This design comes from an exercise in tuning for small area, a short achievable clock period and few clock cycles on the open sky130 flow, not from production work. RTL that was checked went through simulation tests only; none was proved equivalent to the original. Power is estimated from default activity; no workload was simulated.

## rev 12
==> flow/design.v (excerpt) <==
module iommu_ptw (
    input  wire        clk,
    input  wire        rst,             
    input  wire        req_valid,
    output wire        req_ready,
    input  wire [63:0] req_iova,
    input  wire [63:0] req_gatp,
    input  wire [63:0] req_satp,
    input  wire        req_stage1,      
    input  wire [1:0]  req_access,      
    output wire        mem_req_valid,
    input  wire        mem_req_ready,
    output wire [63:0] mem_req_addr,
    output wire        mem_req_size,    
    input  wire        mem_rsp_valid,
    input  wire [63:0] mem_rsp_data,
    input  wire        mem_rsp_err,
    output reg         rsp_valid,
    output wire        rsp_fault,
    output wire [11:0] rsp_cause,
    output wire [63:0] rsp_phys,
    output wire [63:0] rsp_pa,
    output wire [63:0] rsp_mask,
    output wire [1:0]  rsp_perm         
);
    localparam [3:0] MODE_BARE = 4'd0;
    localparam [3:0] MODE_SV32 = 4'd1;
    localparam [3:0] MODE_SV39 = 4'd8;
    localparam [3:0] MODE_SV48 = 4'd9;
    localparam [3:0] MODE_SV57 = 4'd10;
    reg         rdy;         
    reg         rd;          
    reg         s2s;         
    reg         sp;          
    reg         mreq;        
  ...
Size: about 200 flip-flops, roughly 540 I/O pins.
Settings: LEC_CHECK=0, CAP_MARGIN=20, CORE_MARGIN=2, CORE_UTILIZATION=40, SLEW_MARGIN=20; clock period 10.0 ns.
standard.sh (not shown) runs the stock make flow with config.mk's settings and CLKGATE_MAP_FILE= SYNTH_SCRIPT=/design/flow/synth_recipe.tcl, a recipe that flattens the netlist after the stock synthesis.
==> flow/flow/run.sh <==
#!/bin/bash
set -euo pipefail
bash standard.sh \
  "BUFFER_PORTS_ARGS=-buffer_cell sky130_fd_sc_hd__buf_1" \
  "SETUP_SLACK_MARGIN=6.5" \
  finish > flow_make.log 2>&1
In summary, rev 12 completed successfully, with a layout that passed the timing, DRC and antenna checks.
Testbench counts of rev 12, summed over its fixed seeds: cycles 47,891.
#### Input delta (rev 13 over rev 12)
--- a/flow/design.v
+++ b/flow/design.v
@@ -40,14 +40,15 @@
     reg  [1:0]  acc;
     reg         s1pass;      
     reg  [1:0]  perm1;       
     reg  [4:0]  lv;          
     reg         pte8;
     reg  [56:2] addr;
     reg         l_r, l_w;    
+    reg         o1, o2, o3, o4, o32;    
     reg         r_ok;        
     reg         r_bare;      
     reg         r_phn;       
     reg         r_fault;     
     reg  [1:0]  r_perm;
     reg         c8, c4, c3, c2, c1, c0;    
     assign req_ready     = rdy;
@@ -67,21 +68,18 @@
     wire        s_48    = (s_mode == MODE_SV48);
     wire        s_57    = (s_mode == MODE_SV57);
     wire        s_ok    = s_32 | s_39 | s_48 | s_57;
     wire        s_wbad  = (|req_iova[63:57]) |
                           ((s_32 | s_39 | s_48) & (|req_iova[56:48])) |
                           ((s_32 | s_39) & (|req_iova[47:39])) |
                           (s_32 & (|req_iova[38:32]));
-    reg  [11:2] s_idx;
-    always @(*) begin
-        s_idx = {req_iova[38:30], 1'b0};
-        if (s_32) s_idx = req_iova[31:22];
-        if (s_48) s_idx = {req_iova[47:39], 1'b0};
-        if (s_57) s_idx = {req_iova[56:48], 1'b0};
-    end
+    wire [11:2] s_idx   = !s_mode[3] ? req_iova[31:22] :
+                          s_mode[1]  ? {req_iova[56:48], 1'b0} :
+                          s_mode[0]  ? {req_iova[47:39], 1'b0} :
+                                       {req_iova[38:30], 1'b0};
     wire [4:0]  s_lv    = {s_57, s_48, s_39, s_32, 1'b0};
     wire        g_ok    = g_32 | g_39 | g_48 | g_57;
     wire        g_wbad  = (|va[63:59]) |
                           ((g_32 | g_39 | g_48) & (|va[58:50])) |
                           ((g_32 | g_39) & (|va[49:41])) |
                           (g_32 & (|va[40:34]));
     wire [13:2] g_off   = ({12{g_32}} & va[33:22]) | ({12{g_39}} & {va[40:30], 1'b0}) |
@@ -107,15 +105,15 @@
     wire         p_next  = p_live && p_ptr && !lv[0];
     wire         p_leaf0 = p_live && !p_ptr && lv[0];      
     wire         p_sp    = p_live && !p_ptr && !lv[0];     
     wire         p_inv   = !p_V || p_ptr || (!p_R && p_W);  
     wire         p_fr    = acc[0] && !p_R;
     wire         p_fw    = acc[1] && !p_W;
     wire         p_ok    = p_leaf0 && !(!p_R && p_W) && !p_fr && !p_fw;
-    wire         q_mis   = |(addr[55:12] & offm);
+    wire         q_mis   = pte8 ? (o1 || (ge2 && o2) || (ge3 && o3) || (lv[4] && o4)) : o32;
     wire         q_inv   = (!l_r && l_w) || q_mis;
     wire         q_fr    = acc[0] && !l_r;
     wire         q_fw    = acc[1] && !l_w;
     wire         q_ok    = !q_inv && !q_fr && !q_fw;
     wire         rsp_in  = rd && !mreq && mem_rsp_valid;
     wire         go2     = s1pass && !g_bare;    
     wire         e_acc   = req_stage1 && (s_bare || !s_ok || s_wbad);
@@ -164,14 +162,19 @@
         r_fault <= !n_ok;
         r_bare  <= n_bare;
         r_phn   <= n_phn;
         r_perm  <= n_perm;
         {c8, c4, c3, c2, c1, c0} <= n_cause;
         l_r     <= p_R;
         l_w     <= p_W;
+        o1      <= |mem_rsp_data[18:10];
+        o2      <= |mem_rsp_data[27:19];
+        o3      <= |mem_rsp_data[36:28];
+        o4      <= |mem_rsp_data[45:37];
+        o32     <= |mem_rsp_data[19:10];
         if (rdy) begin
             vn    <= ~req_iova;
             g_bare <= (req_gatp[63:60] == MODE_BARE);
             g_32   <= (req_gatp[63:60] == MODE_SV32);
             g_39   <= (req_gatp[63:60] == MODE_SV39);
             g_48   <= (req_gatp[63:60] == MODE_SV48);
             g_57   <= (req_gatp[63:60] == MODE_SV57);
--- outcome ---
Re layout buffer count excluding clock buffers: rev 12 and rev 13 aren't equal, and the lower value belongs to rev 12. The higher wire length of rev 12 and rev 13 is in rev 13. Rev 13 ended with more final critical-path share of the clock period than rev 12. Via count (higher): rev 13. Peak fanout along the critical path came out lower on rev 13 than on rev 12. Post-route standard cell area excluding fillers (rev 13 vs. rev 12) increases by a few percent.
Only the layout flow was run in rev 13; the RTL was not checked for function there.


## run C
The RTL this note starts from:
==> flow/design.v <==
module iommu_ptw (
    input  wire        clk,
    input  wire        rst,             
    input  wire        req_valid,
    output wire        req_ready,
    input  wire [63:0] req_iova,
    input  wire [63:0] req_gatp,
    input  wire [63:0] req_satp,
    input  wire        req_stage1,      
    input  wire [1:0]  req_access,      
    output wire        mem_req_valid,
    input  wire        mem_req_ready,
    output wire [63:0] mem_req_addr,
    output wire        mem_req_size,    
    input  wire        mem_rsp_valid,
    input  wire [63:0] mem_rsp_data,
    input  wire        mem_rsp_err,
    output reg         rsp_valid,
    output wire        rsp_fault,
    output wire [11:0] rsp_cause,
    output wire [63:0] rsp_phys,
    output wire [63:0] rsp_pa,
    output wire [63:0] rsp_mask,
    output wire [1:0]  rsp_perm         
);
    localparam [3:0] MODE_BARE = 4'd0;
    localparam [3:0] MODE_SV32 = 4'd1;
    localparam [3:0] MODE_SV39 = 4'd8;
    localparam [3:0] MODE_SV48 = 4'd9;
    localparam [3:0] MODE_SV57 = 4'd10;
    reg         rdy;         
    reg         rd;          
    reg         s2s;         
    reg         sp;          
    reg         mreq;        
    reg  [63:0] vn;          
    wire [63:0] va = ~vn;
    reg  [3:0]  gmode;
    reg  [43:0] gppn;
    reg  [1:0]  acc;
    reg         s1pass;      
    reg  [1:0]  perm1;       
    reg  [4:0]  lv;          
    reg         pte8;
    reg  [56:2] addr;
    reg         l_r, l_w;    
    reg         r_ok;        
    reg         r_bare;      
    reg         r_phn;       
    reg         r_fault;     
    reg  [1:0]  r_perm;
    reg         c8, c4, c3, c2, c1, c0;    
    assign req_ready     = rdy;
    assign mem_req_valid = mreq;
    assign mem_req_addr  = {7'd0, addr, 2'b00};
    assign mem_req_size  = pte8;
    assign rsp_fault     = r_fault;
    assign rsp_cause     = {3'd0, c8, 3'd0, c4, c3, c2, c1, c0};
    assign rsp_pa        = ~(vn | {64{r_fault}});
    assign rsp_phys      = ~(vn | {64{r_phn}});
    assign rsp_mask      = {{52{r_bare}}, {12{r_ok}}};
    assign rsp_perm      = r_perm;
    wire [3:0]  s_mode  = req_satp[63:60];
    wire        s_bare  = (s_mode == MODE_BARE);
    wire        s_32    = (s_mode == MODE_SV32);
    wire        s_39    = (s_mode == MODE_SV39);
    wire        s_48    = (s_mode == MODE_SV48);
    wire        s_57    = (s_mode == MODE_SV57);
    wire        s_ok    = s_32 | s_39 | s_48 | s_57;
    wire        s_wbad  = (|req_iova[63:57]) |
                          ((s_32 | s_39 | s_48) & (|req_iova[56:48])) |
                          ((s_32 | s_39) & (|req_iova[47:39])) |
                          (s_32 & (|req_iova[38:32]));
    reg  [11:2] s_idx;
    always @(*) begin
        s_idx = {req_iova[38:30], 1'b0};
        if (s_32) s_idx = req_iova[31:22];
        if (s_48) s_idx = {req_iova[47:39], 1'b0};
        if (s_57) s_idx = {req_iova[56:48], 1'b0};
    end
    wire [4:0]  s_lv    = {s_57, s_48, s_39, s_32, 1'b0};
    wire        g_bare  = (gmode == MODE_BARE);
    wire        g_32    = (gmode == MODE_SV32);
    wire        g_39    = (gmode == MODE_SV39);
    wire        g_48    = (gmode == MODE_SV48);
    wire        g_57    = (gmode == MODE_SV57);
    wire        g_ok    = g_32 | g_39 | g_48 | g_57;
    wire        g_wbad  = (|va[63:59]) |
                          ((g_32 | g_39 | g_48) & (|va[58:50])) |
                          ((g_32 | g_39) & (|va[49:41])) |
                          (g_32 & (|va[40:34]));
    reg  [13:2] g_off;       
    always @(*) begin
        g_off = {va[40:30], 1'b0};
        if (g_32) g_off = va[33:22];
        if (g_48) g_off = {va[49:39], 1'b0};
        if (g_57) g_off = {va[58:48], 1'b0};
    end
    wire [44:0] g_hi    = {1'b0, gppn} + {43'd0, g_off[13:12]};
    wire [4:0]  g_lv    = {g_57, g_48, g_39, g_32, 1'b0};
    wire [11:2] n_idx   = !pte8 ? va[21:12] :
                          {({9{lv[1]}} & va[20:12]) | ({9{lv[2]}} & va[29:21]) |
                           ({9{lv[3]}} & va[38:30]) | ({9{lv[4]}} & va[47:39]), 1'b0};
    wire         ge2     = lv[2] | lv[3] | lv[4];
    wire         ge3     = lv[3] | lv[4];
    wire [55:12] offm    = pte8 ? {8'd0, {9{lv[4]}}, {9{ge3}}, {9{ge2}}, {9{!lv[0]}}}
                                : {34'd0, {10{!lv[0]}}};
    wire [55:12] p_ppn   = pte8 ? mem_rsp_data[53:10] : {22'd0, mem_rsp_data[31:10]};
    wire         p_V     = mem_rsp_data[0];
    wire         p_R     = mem_rsp_data[1];
    wire         p_W     = mem_rsp_data[2];
    wire         p_X     = mem_rsp_data[3];
    wire         p_ptr   = !p_R && !p_W && !p_X;
    wire         p_live  = !mem_rsp_err && p_V;
    wire         p_next  = p_live && p_ptr && !lv[0];
    wire         p_leaf0 = p_live && !p_ptr && lv[0];      
    wire         p_sp    = p_live && !p_ptr && !lv[0];     
    wire         p_inv   = !p_V || p_ptr || (!p_R && p_W);  
    wire         p_fr    = acc[0] && !p_R;
    wire         p_fw    = acc[1] && !p_W;
    wire         p_ok    = p_leaf0 && !(!p_R && p_W) && !p_fr && !p_fw;
    wire         q_mis   = |(addr[55:12] & offm);
    wire         q_inv   = (!l_r && l_w) || q_mis;
    wire         q_fr    = acc[0] && !l_r;
    wire         q_fw    = acc[1] && !l_w;
    wire         q_ok    = !q_inv && !q_fr && !q_fw;
    wire         rsp_in  = rd && !mreq && mem_rsp_valid;
    wire         go2     = s1pass && !g_bare;    
    wire         e_acc   = req_stage1 && (s_bare || !s_ok || s_wbad);
    wire         e_s2s   = g_bare || !g_ok || g_wbad;
    wire         e_sp    = !(q_ok && go2);
    wire         e_rsp   = !p_next && !p_sp && !(p_ok && go2);
    reg          n_ok, n_bare, n_phn;
    reg  [1:0]   n_perm;
    reg  [5:0]   n_cause;                        
    always @(*) begin
        if (rdy) begin
            n_ok    = s_bare;
            n_bare  = s_bare;
            n_phn   = 1'b1;
            n_perm  = {2{s_bare}};
            n_cause = s_bare ? 6'd0 : !s_ok ? 6'b100011 : 6'b100000;    
        end else if (s2s) begin
            n_ok    = g_bare;
            n_bare  = g_bare;
            n_phn   = g_bare;
            n_perm  = g_bare ? perm1 : 2'b00;
            n_cause = g_bare ? 6'd0 : !g_ok ? 6'b100011 : 6'b100000;
        end else if (sp) begin
            n_ok    = q_ok;
            n_bare  = 1'b0;
            n_phn   = q_ok || s1pass;
            n_perm  = q_ok ? ({l_w, l_r} & perm1) : 2'b00;
            n_cause = q_inv ? 6'b101010 :                                
                      q_fr  ? (s1pass ? 6'b010101 : 6'b001101) :         
                      q_fw  ? (s1pass ? 6'b010111 : 6'b001111) :         
                      6'd0;
        end else begin
            n_ok    = p_ok;
            n_bare  = 1'b0;
            n_phn   = p_ok || s1pass;
            n_perm  = p_ok ? ({p_W, p_R} & perm1) : 2'b00;
            n_cause = mem_rsp_err ? 6'b101001 :                          
                      p_inv ? 6'b101010 :                                
                      p_fr  ? (s1pass ? 6'b010101 : 6'b001101) :
                      p_fw  ? (s1pass ? 6'b010111 : 6'b001111) :
                      6'd0;
        end
    end
    always @(posedge clk) begin
        r_ok    <= n_ok;
        r_fault <= !n_ok;
        r_bare  <= n_bare;
        r_phn   <= n_phn;
        r_perm  <= n_perm;
        {c8, c4, c3, c2, c1, c0} <= n_cause;
        l_r     <= p_R;
        l_w     <= p_W;
        if (rdy) begin
            vn    <= ~req_iova;
            gmode <= req_gatp[63:60];
            gppn  <= req_gatp[43:0];
            acc   <= req_access;
            perm1 <= 2'b11;
            addr  <= {1'b0, req_satp[43:0], s_idx};
            lv    <= s_lv;
            pte8  <= !s_32;
            s1pass <= req_stage1;
        end else if (s2s) begin
            addr  <= {g_hi, g_off[11:2]};
            lv    <= g_lv;
            pte8  <= !g_32;
        end else if (sp) begin
            if (q_ok) begin
                vn    <= ~{8'd0, addr[55:12] | (va[55:12] & offm), va[11:0]};
                perm1 <= {l_w, l_r} & perm1;
                if (go2)
                    s1pass <= 1'b0;
            end
        end else if (rd && !mreq) begin
            addr  <= {1'b0, p_ppn, n_idx};
            if (mem_rsp_valid) begin
                if (p_next)
                    lv <= {1'b0, lv[4:1]};
                if (p_ok || (s1pass && p_leaf0)) begin
                    vn    <= ~{8'd0, p_ppn, va[11:0]};
                    perm1 <= {p_W, p_R} & perm1;
                end
                if (p_ok && go2)
                    s1pass <= 1'b0;
            end
        end
        if (rst) begin
            rdy       <= 1'b1;
            rd        <= 1'b0;
            s2s       <= 1'b0;
            sp        <= 1'b0;
            mreq      <= 1'b0;
            rsp_valid <= 1'b0;
        end else begin
            rsp_valid <= 1'b0;
            if (mreq && mem_req_ready)
                mreq <= 1'b0;
            if (rdy && req_valid) begin
                rsp_valid <= e_acc;
                rdy  <= e_acc;
                s2s  <= !req_stage1;
                rd   <= !e_acc && req_stage1;
                mreq <= !e_acc && req_stage1;
            end
            if (s2s) begin
                s2s  <= 1'b0;
                rsp_valid <= e_s2s;
                rdy  <= e_s2s;
                rd   <= !e_s2s;
                mreq <= !e_s2s;
            end
            if (sp) begin
                sp   <= 1'b0;
                rsp_valid <= e_sp;
                rdy  <= e_sp;
                s2s  <= !e_sp;
            end
            if (rsp_in) begin
                rsp_valid <= e_rsp;
                rdy  <= e_rsp;
                mreq <= p_next;
                rd   <= p_next;
                sp   <= p_sp;
                s2s  <= !p_next && !p_sp && p_ok && go2;
            end
        end
    end
endmodule
Settings: LEC_CHECK=0, CAP_MARGIN=20, CORE_MARGIN=2, CORE_UTILIZATION=40, SLEW_MARGIN=20; clock period 10.0 ns.
Scripts as last shown in full above: flow/flow/run.sh
> inputs changed (run C -> run D)
diff --git a/flow/design.v b/flow/design.v
--- a/flow/design.v
+++ b/flow/design.v
@@ -34,9 +34,9 @@
     reg         sp;          
     reg         mreq;        
     reg  [63:0] vn;          
     wire [63:0] va = ~vn;
-    reg  [3:0]  gmode;
+    reg         g_bare, g_32, g_39, g_48, g_57;    
     reg  [43:0] gppn;
     reg  [1:0]  acc;
     reg         s1pass;      
     reg  [1:0]  perm1;       
@@ -70,34 +70,23 @@
     wire        s_wbad  = (|req_iova[63:57]) |
                           ((s_32 | s_39 | s_48) & (|req_iova[56:48])) |
                           ((s_32 | s_39) & (|req_iova[47:39])) |
                           (s_32 & (|req_iova[38:32]));
-    reg  [11:2] s_idx;
-    always @(*) begin
-        s_idx = {req_iova[38:30], 1'b0};
-        if (s_32) s_idx = req_iova[31:22];
-        if (s_48) s_idx = {req_iova[47:39], 1'b0};
-        if (s_57) s_idx = {req_iova[56:48], 1'b0};
-    end
+    wire [11:2] s_idx   = !s_mode[3] ? req_iova[31:22] :
+                          s_mode[1]  ? {req_iova[56:48], 1'b0} :
+                          s_mode[0]  ? {req_iova[47:39], 1'b0} :
+                                       {req_iova[38:30], 1'b0};
     wire [4:0]  s_lv    = {s_57, s_48, s_39, s_32, 1'b0};
-    wire        g_bare  = (gmode == MODE_BARE);
-    wire        g_32    = (gmode == MODE_SV32);
-    wire        g_39    = (gmode == MODE_SV39);
-    wire        g_48    = (gmode == MODE_SV48);
-    wire        g_57    = (gmode == MODE_SV57);
     wire        g_ok    = g_32 | g_39 | g_48 | g_57;
     wire        g_wbad  = (|va[63:59]) |
                           ((g_32 | g_39 | g_48) & (|va[58:50])) |
                           ((g_32 | g_39) & (|va[49:41])) |
                           (g_32 & (|va[40:34]));
-    reg  [13:2] g_off;       
-    always @(*) begin
-        g_off = {va[40:30], 1'b0};
-        if (g_32) g_off = va[33:22];
-        if (g_48) g_off = {va[49:39], 1'b0};
-        if (g_57) g_off = {va[58:48], 1'b0};
-    end
-    wire [44:0] g_hi    = {1'b0, gppn} + {43'd0, g_off[13:12]};
+    wire [13:2] g_off   = ({12{g_32}} & va[33:22]) | ({12{g_39}} & {va[40:30], 1'b0}) |
+                          ({12{g_48}} & {va[49:39], 1'b0}) | ({12{g_57}} & {va[58:48], 1'b0});
+    wire [2:0]  g_lo    = {1'b0, gppn[1:0]} + {1'b0, g_off[13:12]};
+    wire [42:0] g_inc   = {1'b0, gppn[43:2]} + 43'd1;
+    wire [44:0] g_hi    = {g_lo[2] ? g_inc : {1'b0, gppn[43:2]}, g_lo[1:0]};
     wire [4:0]  g_lv    = {g_57, g_48, g_39, g_32, 1'b0};
     wire [11:2] n_idx   = !pte8 ? va[21:12] :
                           {({9{lv[1]}} & va[20:12]) | ({9{lv[2]}} & va[29:21]) |
                            ({9{lv[3]}} & va[38:30]) | ({9{lv[4]}} & va[47:39]), 1'b0};
@@ -177,9 +166,13 @@
         l_r     <= p_R;
         l_w     <= p_W;
         if (rdy) begin
             vn    <= ~req_iova;
-            gmode <= req_gatp[63:60];
+            g_bare <= (req_gatp[63:60] == MODE_BARE);
+            g_32   <= (req_gatp[63:60] == MODE_SV32);
+            g_39   <= (req_gatp[63:60] == MODE_SV39);
+            g_48   <= (req_gatp[63:60] == MODE_SV48);
+            g_57   <= (req_gatp[63:60] == MODE_SV57);
             gppn  <= req_gatp[43:0];
             acc   <= req_access;
             perm1 <= 2'b11;
             addr  <= {1'b0, req_satp[43:0], s_idx};
Findings:
- met5 as the uppermost layer routed was reported by run D, and met4 by run C.
- In terms of fraction of the mapped netlist area in adder cells, run D and run C differ only marginally.
- Number of non-clock inverters: run D and run C compared, lower one is run C
- Compared with run C, in run D switching share of power increased 0.60 points, total number of multi-input combinational cells shrank by about 7%, setup slack increased by 0.26 ns relative to the old numbers.
- Going from run C to run D, number of cells produced by synthesis shrank by a few percent.
- Sequential share of layout area in run D is 2.3 points above run C.
- Of run D and run C, the run reporting the higher global-route wire length before repair was run C.
- Run D: number of flops mapped to enable cells by yosys 0.57% above run C
- In the flow results for run D and run C, the clock share of power is larger on run C.
- Changes observed in run D relative to run C: minimum clock period -0.26 ns; routed wire length shrank by about 9%.
- Run D vs run C — combinational group share of total power rose 1.1 points.
- Looking at worst setup path startpoint, the req_iova[34] result is from run D; the gmode[2] one comes from run C.
- Routed length on met2 was higher in the run labelled run C.
Testbench counts of run D, summed over its fixed seeds: cycles 47,891.
For run C, only the layout was checked, not whether the RTL still works.

## re-timing with driven ports
The flow's constraints put no driver on any port. The routed layouts listed below were extracted and timed again, unchanged, in two steps. Step 1 assumes that a clkbuf_16 drives the clock port and a buf_2 every other input. Step 2 adds t to the input delays and takes it off the output delays; t is the mean of the earliest and latest rising clock arrival at the registers after step 1. Input paths then give back, and output paths get back, about the clock's delay inside the block. Slacks: ideal / step 1 / step 2; pairs: ideal / step 1.
run	shift t [ns]	slack for setup (ns)	hold slack, ns	latest minus earliest clock arrival (ns)	worst register clock-pin slew, ns
rev 12	0.500	6.548 / 6.494 / 6.077	0.503 / 0.503 / 0.503	0.025 / 0.024	0.09 / 0.09
rev 13	0.577	6.512 / 6.465 / 5.982	0.464 / 0.464 / 0.464	0.023 / 0.023	0.07 / 0.07
run C	0.499	6.253 / 6.253 / 6.058	0.494 / 0.494 / 0.494	0.016 / 0.015	0.09 / 0.09
run D	0.492	6.518 / 6.525 / 6.052	0.468 / 0.468 / 0.468	0.013 / 0.013	0.08 / 0.08
After both steps setup and hold are still met in every run listed. For rev 13, which loses most, drivers alone change the setup slack by -0.047 ns; drivers and shift together by -0.530 ns.
